This design comes from an exercise in tuning for small area, a short achievable clock period and few clock cycles on the open sky130 flow, not from production work.
In this exercise RTL edits were held to simulation tests only and were not proved equivalent to the original.
Power is estimated from default activity; no workload was simulated.

**design.v**
```verilog
module rx_framer (
    input  wire        clk,
    input  wire        rst,           
    input  wire        cmd_valid,
    input  wire        cmd_step,      
    input  wire [7:0]  cmd_byte,      
    output wire        cmd_ready,
    output wire        idle,
    output wire [8:0]  rx_count,
    output reg         ev_valid,
    output reg         ev_ok,
    output reg  [95:0] ev_payload,    
    output reg  [15:0] ev_rxck,
    output reg  [15:0] ev_ck
);
    localparam [1:0] S_IDLE = 2'd0,
                     S_SCAN = 2'd1,
                     S_READ = 2'd2,
                     S_DONE = 2'd3;
    localparam [7:0] SOF = 8'hFF;
    reg [7:0]  ring [0:255];
    reg [7:0]  head;
    reg [8:0]  count;
    reg [1:0]  state;
    reg [8:0]  idx;           
    reg [3:0]  ridx;          
    reg [19:0] sum;           
    reg        inner_found;   
    reg [3:0]  inner_pos;     
    wire       full      = (count == 9'd256);
    wire       accept    = cmd_valid & cmd_ready;
    assign idle      = (state == S_IDLE);
    assign cmd_ready = idle & (cmd_step | ~full);
    assign rx_count  = count;
    wire [7:0] rd_off  = (state == S_SCAN) ? idx[7:0] : {4'd0, ridx};
    wire [7:0] rd_addr = head + rd_off;
    wire [7:0] rd_byte = ring[rd_addr];
    wire [7:0] wr_addr = head + count[7:0];
    wire [16:0] fold1 = {1'b0, sum[15:0]} + {13'd0, sum[19:16]};
    wire [16:0] fold2 = {1'b0, fold1[15:0]} + {16'd0, fold1[16]};
    wire [15:0] ck    = ~fold2[15:0];
    wire        match = (ck == ev_rxck);
    always @(posedge clk) begin
        if (accept && !cmd_step)
            ring[wr_addr] <= cmd_byte;
    end
    always @(posedge clk) begin
        if (rst) begin
            state       <= S_IDLE;
            head        <= 8'd0;
            count       <= 9'd0;
            idx         <= 9'd0;
            ridx        <= 4'd0;
            sum         <= 20'd0;
            inner_found <= 1'b0;
            inner_pos   <= 4'd0;
            ev_valid    <= 1'b0;
            ev_ok       <= 1'b0;
        end else begin
            ev_valid <= 1'b0;
            case (state)
                S_IDLE: begin
                    if (accept) begin
                        if (cmd_step) begin
                            state <= S_SCAN;
                            idx   <= 9'd0;
                        end else begin
                            count <= count + 9'd1;
                        end
                    end
                end
                S_SCAN: begin
                    if (idx == count) begin
                        if (count > 9'd128) begin
                            head  <= head + count[7:0];
                            count <= 9'd0;
                        end
                        state <= S_IDLE;
                    end else if (rd_byte == SOF) begin
                        head  <= head + idx[7:0];
                        count <= count - idx;
                        if (count - idx < 9'd15) begin
                            state <= S_IDLE;
                        end else begin
                            state       <= S_READ;
                            ridx        <= 4'd0;
                            sum         <= 20'd0;
                            inner_found <= 1'b0;
                            inner_pos   <= 4'd0;
                        end
                    end else begin
                        idx <= idx + 9'd1;
                    end
                end
                S_READ: begin
                    if (ridx != 4'd0 && rd_byte == SOF && !inner_found) begin
                        inner_found <= 1'b1;
                        inner_pos   <= ridx;
                    end
                    case (ridx)
                        4'd0: ;
                        4'd1: ev_rxck[7:0]  <= rd_byte;
                        4'd2: ev_rxck[15:8] <= rd_byte;
                        default: begin
                            ev_payload[8*(ridx-4'd3) +: 8] <= rd_byte;
                            if (ridx[0])    
                                sum <= sum + {12'd0, rd_byte};
                            else            
                                sum <= sum + {4'd0, rd_byte, 8'd0};
                        end
                    endcase
                    if (ridx == 4'd14)
                        state <= S_DONE;
                    else
                        ridx <= ridx + 4'd1;
                end
                S_DONE: begin
                    ev_valid <= 1'b1;
                    ev_ok    <= match;
                    ev_ck    <= ck;
                    if (match || !inner_found) begin
                        head  <= head + 8'd15;
                        count <= count - 9'd15;
                    end else begin
                        head  <= head + {4'd0, inner_pos};
                        count <= count - {5'd0, inner_pos};
                    end
                    state <= S_IDLE;
                end
            endcase
        end
    end
endmodule
```
**config.mk**
```make
export PLATFORM = sky130hd
export DESIGN_NAME = rx_framer
export DESIGN_NICKNAME = rx_framer
export VERILOG_FILES = /design/flow/design.v
export SDC_FILE = /design/flow/constraint.sdc
export NUM_CORES = 4
export LEC_CHECK = 0
export CAP_MARGIN = 20
export CORE_MARGIN = 2
export CORE_UTILIZATION = 40
export SLEW_MARGIN = 20
```
**run.sh**
```bash
#!/bin/bash
# synth_recipe.tcl (not shown) runs the flow's synth.tcl, then flattens the netlist and writes it again
# the make line also repeats each setting of config.mk as NAME=value (left out here)
make -C /OpenROAD-flow-scripts/flow DESIGN_CONFIG=/design/flow/config.mk WORK_HOME=/design/flow/orfs CLKGATE_MAP_FILE= SYNTH_SCRIPT=/design/flow/synth_recipe.tcl finish
```
**constraint.sdc**
```tcl
create_clock -name core_clock -period 10.0 [get_ports {clk}]
set_input_delay 2.0000 -clock core_clock [delete_from_list [all_inputs] [get_ports {clk}]]
set_output_delay 2.0000 -clock core_clock [all_outputs]
set_load 0.01 [all_outputs]
```
==> results.txt <==
- After detailed routing, the total wire length is ~250000 µm.
- The number of gates resized after CTS was 0.
- Of the total power, combinational logic draws 0.193.
- The sequential cells in the finished layout cover a total of 66500 µm².
- For the pin with the worst max-slew slack, the measured transition is 1270 ps.
- The critical path is of the flop to flop type.
- The post-layout utilization of the core is 0.458.
- Of the synthesized area, sequential elements account for 0.724.
- After technology mapping, the gate count stands at approximately 4900.
- Routability-driven placement finished with a final weighted congestion of between 0.8 and 0.9.
- The CTS clock-pin slew for the worst setup and hold paths is about 60 ps.
- The number of I/O port buffers is about 150.
- OpenSTA, run right after detailed placement, puts the worst setup slack at 1710 ps.
- Across the routed clock network, the largest skew measured is 72.7 ps.
- The area growth from synthesis to layout is 13.8%.
- Max-cap violations in this run came to 0.
- Counting every net in the synthesized netlist gives approximately 5000.
- The number of hold-repair buffers added at the cts stage is 0.
- The top fanout value on the critical path is 44.
- The number of antenna violations at the first check in global routing is 17.
- STA classifies the critical path startpoint as a flop.
- The flip-flop and latch count after synthesis is approximately 2200.
- The clock network latency to the later pin of the worst-skew pair is 900 ps.
- Data on the critical path is required at its endpoint by between 10000 and 15000 ps.
- The estimated wirelength of the detail-placed design is roughly 150000 µm.
- The TritonCTS clock tree is yes.
- The share of synthesized area in the top cell type comes to 0.711.
- The final routed wire length divided by cell count is just under 30 µm.
- Of the total power, registers draw 0.452.
- Setup repair after global routing left no endpoint under its margin.
- The worst setup path is captured at a flop.
- The share of synthesized cell area in full adder, half adder and majority cells is 0.0127.
- Each instance of the synthesized netlist takes up on average roughly 19 µm².
- The core area is ~230000 µm².
- The flow ran to the end and the layout has no timing, DRC or antenna violations.
- The synthesized-area fraction occupied by xor and xnor cells is 0.00937.
- The power density over cell area is approximately 220 nW/µm².
- For this run, asynchronously set or reset flops after synthesis account for 0.
- In the global route stage, overall resource usage came out at 0.207.
- Of the post-synthesis cell area, the part taken by muxes is 0.161.
- The cell area that synthesis handed to floorplanning was around 92000 µm².
- The synthesized-area fraction occupied by ao, oa, aoi and oai cells is 0.0271.
- The count of pins over their slew limit is 0.
- The layout has around 19000 filler cells.
- The total overflow left after global routing is 0.
- By area the synthesized netlist is led by sky130_fd_sc_hd__edfxtp_1 71%, sky130_fd_sc_hd__mux4_2 13%, sky130_fd_sc_hd__mux2_2 1.7%.
- Setup violations remaining at the end of the flow were counted as 0.
- The analysis attributes to net switching a power of ~6.4 mW.
- Of the total synthesized cell area, the portion taken by AND, OR, NAND and NOR gates is 0.0482.
- The detailed-router iteration count before antenna repair is 6.
- The time the worst path needs with I/O delays and setup is approximately 8400 ps.
- Of the cells placed in the final design, the portion with a size suffix greater than 1 is 0.218.
- In the final design database the tool counted ~5300 nets.
- The cell sitting at the root of the clock tree is a sky130_fd_sc_hd__clkbuf_16.
- The violation count after the first detailed-route iteration is 5637.
- The number of sinks handled by clock tree synthesis is 2235.
- Entering global routing, the biggest net connects 165 pins.
- The number of routed nets with antenna violations is 0.
- The library cells used most frequently in the layout, excluding fill and tap cells, are 2176 x sky130_fd_sc_hd__edfxtp_1, 535 x sky130_fd_sc_hd__mux4_2, 376 x sky130_fd_sc_hd__nand2_1.
- In the finished design, the share of the clock period the worst path needs comes to 0.837.
- The total CTS buffers is 224.
- The initial standard-cell utilization of the core is 0.403.
- The share of power burned in the clock network is 0.356.
- The wire length of the first global-routing pass is 354000 µm.
- The setup TNS after final layout is 0 ps.
- The number of vias in the routed layout is just under 50000.
- The number of placement rows is between 150 and 200.
- The netlist uses 89 different library cells.
- Headroom to the max-slew limit came out at 0.154.
- Of all cell types, the one taking the most synthesized area is sky130_fd_sc_hd__edfxtp_1.
- The area enclosed by the die boundary is between 200000 and 250000 µm².
- During I/O placement, the number of pins put on the boundary was 153.
- The H-tree generated during clock tree synthesis spans 4 levels.
- The setup fix buffers added after clock tree synthesis is 0.
- The die height is slightly below 500 µm.
- The number of DRC violations after detailed routing is 0.
- Yosys mapped a number of flops with a built-in enable equal to between 2000 and 2500.
- The number of endpoints with negative hold slack in the final report is 0.
- Summing all multi-input logic gate instances after layout gives about 24000 µm².
- By area, the combinational part of the netlist is dominated by multiplexers.
- In the synthesized netlist the dominant register cell turns out to be sky130_fd_sc_hd__edfxtp_1.
- The number of global-route vias before repair is 48443.
- For this run, the number of Yosys warnings is 1.
- Of the total power, the share spent switching nets is 0.277.
- The type of the tightest min-delay check is flop to flop.
- The slack of the critical path is approximately 1600 ps.
- After detailed routing, the number of vias per cell comes to between 5 and 6.
- For the worst setup path, the data arrival time is a little over 9000 ps.
- The standby leakage power is approximately 33 nW.
- The floorplan step set the die width to 483 µm.
- The longest clock path from root to sink contains 3 buffers.
- Static timing analysis puts the maximum clock frequency at ~0.12 GHz.
- IR analysis of the VDD net gives a maximum drop of 170 µV.
- The internal power of the cells totals 16.6 mW.
- Leaving out fill and tap cells, the most frequent cell in the layout is sky130_fd_sc_hd__edfxtp_1.
power by group through the flow:
stage / clock [mW] / combinational, mW / sequential [mW]
global placement: 0 / 4.41 / 10.6
finish: 8.17 / 4.42 / 10.4
global route: 8.62 / 4.68 / 10.4
floorplan: 0 / 2.76 / 10.5
detailed placement: 0 / 4.43 / 10.6
CTS: 8.28 / 4.45 / 10.4
critical path, cell delays in order (launching register included):
cell and delay, ps:
sky130_fd_sc_hd__dfxtp_1 380, sky130_fd_sc_hd__inv_1 90, sky130_fd_sc_hd__ha_1 300, sky130_fd_sc_hd__buf_4 260
sky130_fd_sc_hd__o21ai_0 390, sky130_fd_sc_hd__inv_1 120, sky130_fd_sc_hd__fa_4 1430, sky130_fd_sc_hd__buf_12 310
sky130_fd_sc_hd__buf_12 300, sky130_fd_sc_hd__mux4_2 260, sky130_fd_sc_hd__mux2_2 140, sky130_fd_sc_hd__o22ai_1 130
sky130_fd_sc_hd__o21ai_0 840, sky130_fd_sc_hd__nand4_1 440, sky130_fd_sc_hd__mux2i_4 380, sky130_fd_sc_hd__buf_4 330
sky130_fd_sc_hd__ha_1 320, sky130_fd_sc_hd__nor2b_1 150, sky130_fd_sc_hd__o21a_1 180, sky130_fd_sc_hd__o21ai_0 180
sky130_fd_sc_hd__nand2b_1 80, sky130_fd_sc_hd__a21oi_1 220, sky130_fd_sc_hd__nor2b_1 70, sky130_fd_sc_hd__o311ai_0 610
sky130_fd_sc_hd__nor4_1 120, sky130_fd_sc_hd__o21a_1 190
final timing paths:
kind | start | end | slack (ps) | cells after the start
hold reg to reg | ev_ok | ev_ok | 470 | 2
hold / removal | ev_ok | ev_ok | 470 | 2
setup reg to reg | flop | sum[19] | 1630 | 25
setup / recovery | flop | sum[19] | 1630 | 25
per-layer routing:
layer  global-route usage  routed length [µm]
met5                    0                  24
met3               0.0425               18400
met2                0.334              118000
met1                0.284              101000
met4               0.0637                7500
synth_stat cells (18+ instances only):
master	count
sky130_fd_sc_hd__nand2_1	385
sky130_fd_sc_hd__xnor2_1	52
sky130_fd_sc_hd__and3_1	19
sky130_fd_sc_hd__mux2_2	135
sky130_fd_sc_hd__nor3_1	37
sky130_fd_sc_hd__ha_1	79
sky130_fd_sc_hd__inv_1	70
sky130_fd_sc_hd__nor2_1	350
sky130_fd_sc_hd__o22ai_1	38
sky130_fd_sc_hd__a21oi_1	69
sky130_fd_sc_hd__buf_2	68
sky130_fd_sc_hd__a21o_1	20
sky130_fd_sc_hd__dfxtp_1	59
sky130_fd_sc_hd__mux2i_1	92
sky130_fd_sc_hd__o21ai_0	59
sky130_fd_sc_hd__edfxtp_1	2176
sky130_fd_sc_hd__or3_1	18
sky130_fd_sc_hd__xor2_1	32
sky130_fd_sc_hd__nand4_1	28
sky130_fd_sc_hd__clkbuf_1	116
sky130_fd_sc_hd__nand3_1	113
sky130_fd_sc_hd__mux4_2	535
sky130_fd_sc_hd__buf_4	33
sky130_fd_sc_hd__buf_1	21
metrics by stage:
step                total power, mW  area, µm²  instances  hold WS (ps)
detailed placement             15.0      97300       7937           461
global route                   23.7     105000       8353           482
floorplan                      13.3      91900       4897           458
CTS                            23.1     104000       8350           471
finish                         23.0     105000       8353           467
global placement               15.0      97300       7937           453
area by class of cell:
| type | count | share of cell area |
|---|---|---|
| Sequential cell | 2235 | 0.637 |
| Multi-Input combinational cell | 2334 | 0.229 |
| Clock buffer | 281 | 0.0560 |
| Tap cell | 3009 | 0.0360 |
| Timing Repair Buffer | 290 | 0.0282 |
| Clock inverter | 132 | 0.0120 |
| Inverter | 71 | 0.00255 |
| Antenna cell | 1 | 0.0000239 |
flip-flops by register name, indices dropped and copies added, names as in the netlist, named ones only:
| name | flops |
|---|---|
| ring | 2048 |
| state | 1 |
| idx | 9 |
| ev_rxck | 16 |
| sum | 20 |
| ev_valid | 1 |
| count | 9 |
| ev_payload | 96 |
| head | 8 |
| inner_found | 1 |
| inner_pos | 4 |
| ridx | 4 |
| ev_ck | 16 |
| ev_ok | 1 |
kinds of logic (layout without fill, tap and decap cells):
group / count (synthesis) / after routing
xor gates and xnor gates: 89 / 89
other: 0 / 1
buffers and inverters: 328 / 774
AOI/OAI and AO/OA: 357 / 357
DFF: 2235 / 2235
adders and majority gates: 88 / 88
muxes: 774 / 774
and+or+nand+nor: 1026 / 1026
Testbench counts, summed over its fixed seeds: cycles 86,156.

-- re-timing with driven ports --
The flow's constraints put no driver on any port. The routed layout listed below was extracted and timed again, unchanged, in two steps. Step 1 assumes that a clkbuf_16 drives the clock port and a buf_2 every other input. Step 2 times the ports against the registers' clock, not the clock port: input delays grow and output delays shrink by t, the midpoint of the rising clock arrivals with the driver on. Three values: ideal ports, drivers, drivers and shift; two values: the first two.
t (ns): 0.946
setup WS [ns]: 1.634 / 1.634 / 1.634
worst register clock-pin slew, ns: 0.07 / 0.07
cell pins on the clock port's net: 1
After both steps setup and hold are still met in this run. For this run, drivers alone change the setup slack by 0.000 ns; drivers and shift together by 0.000 ns.
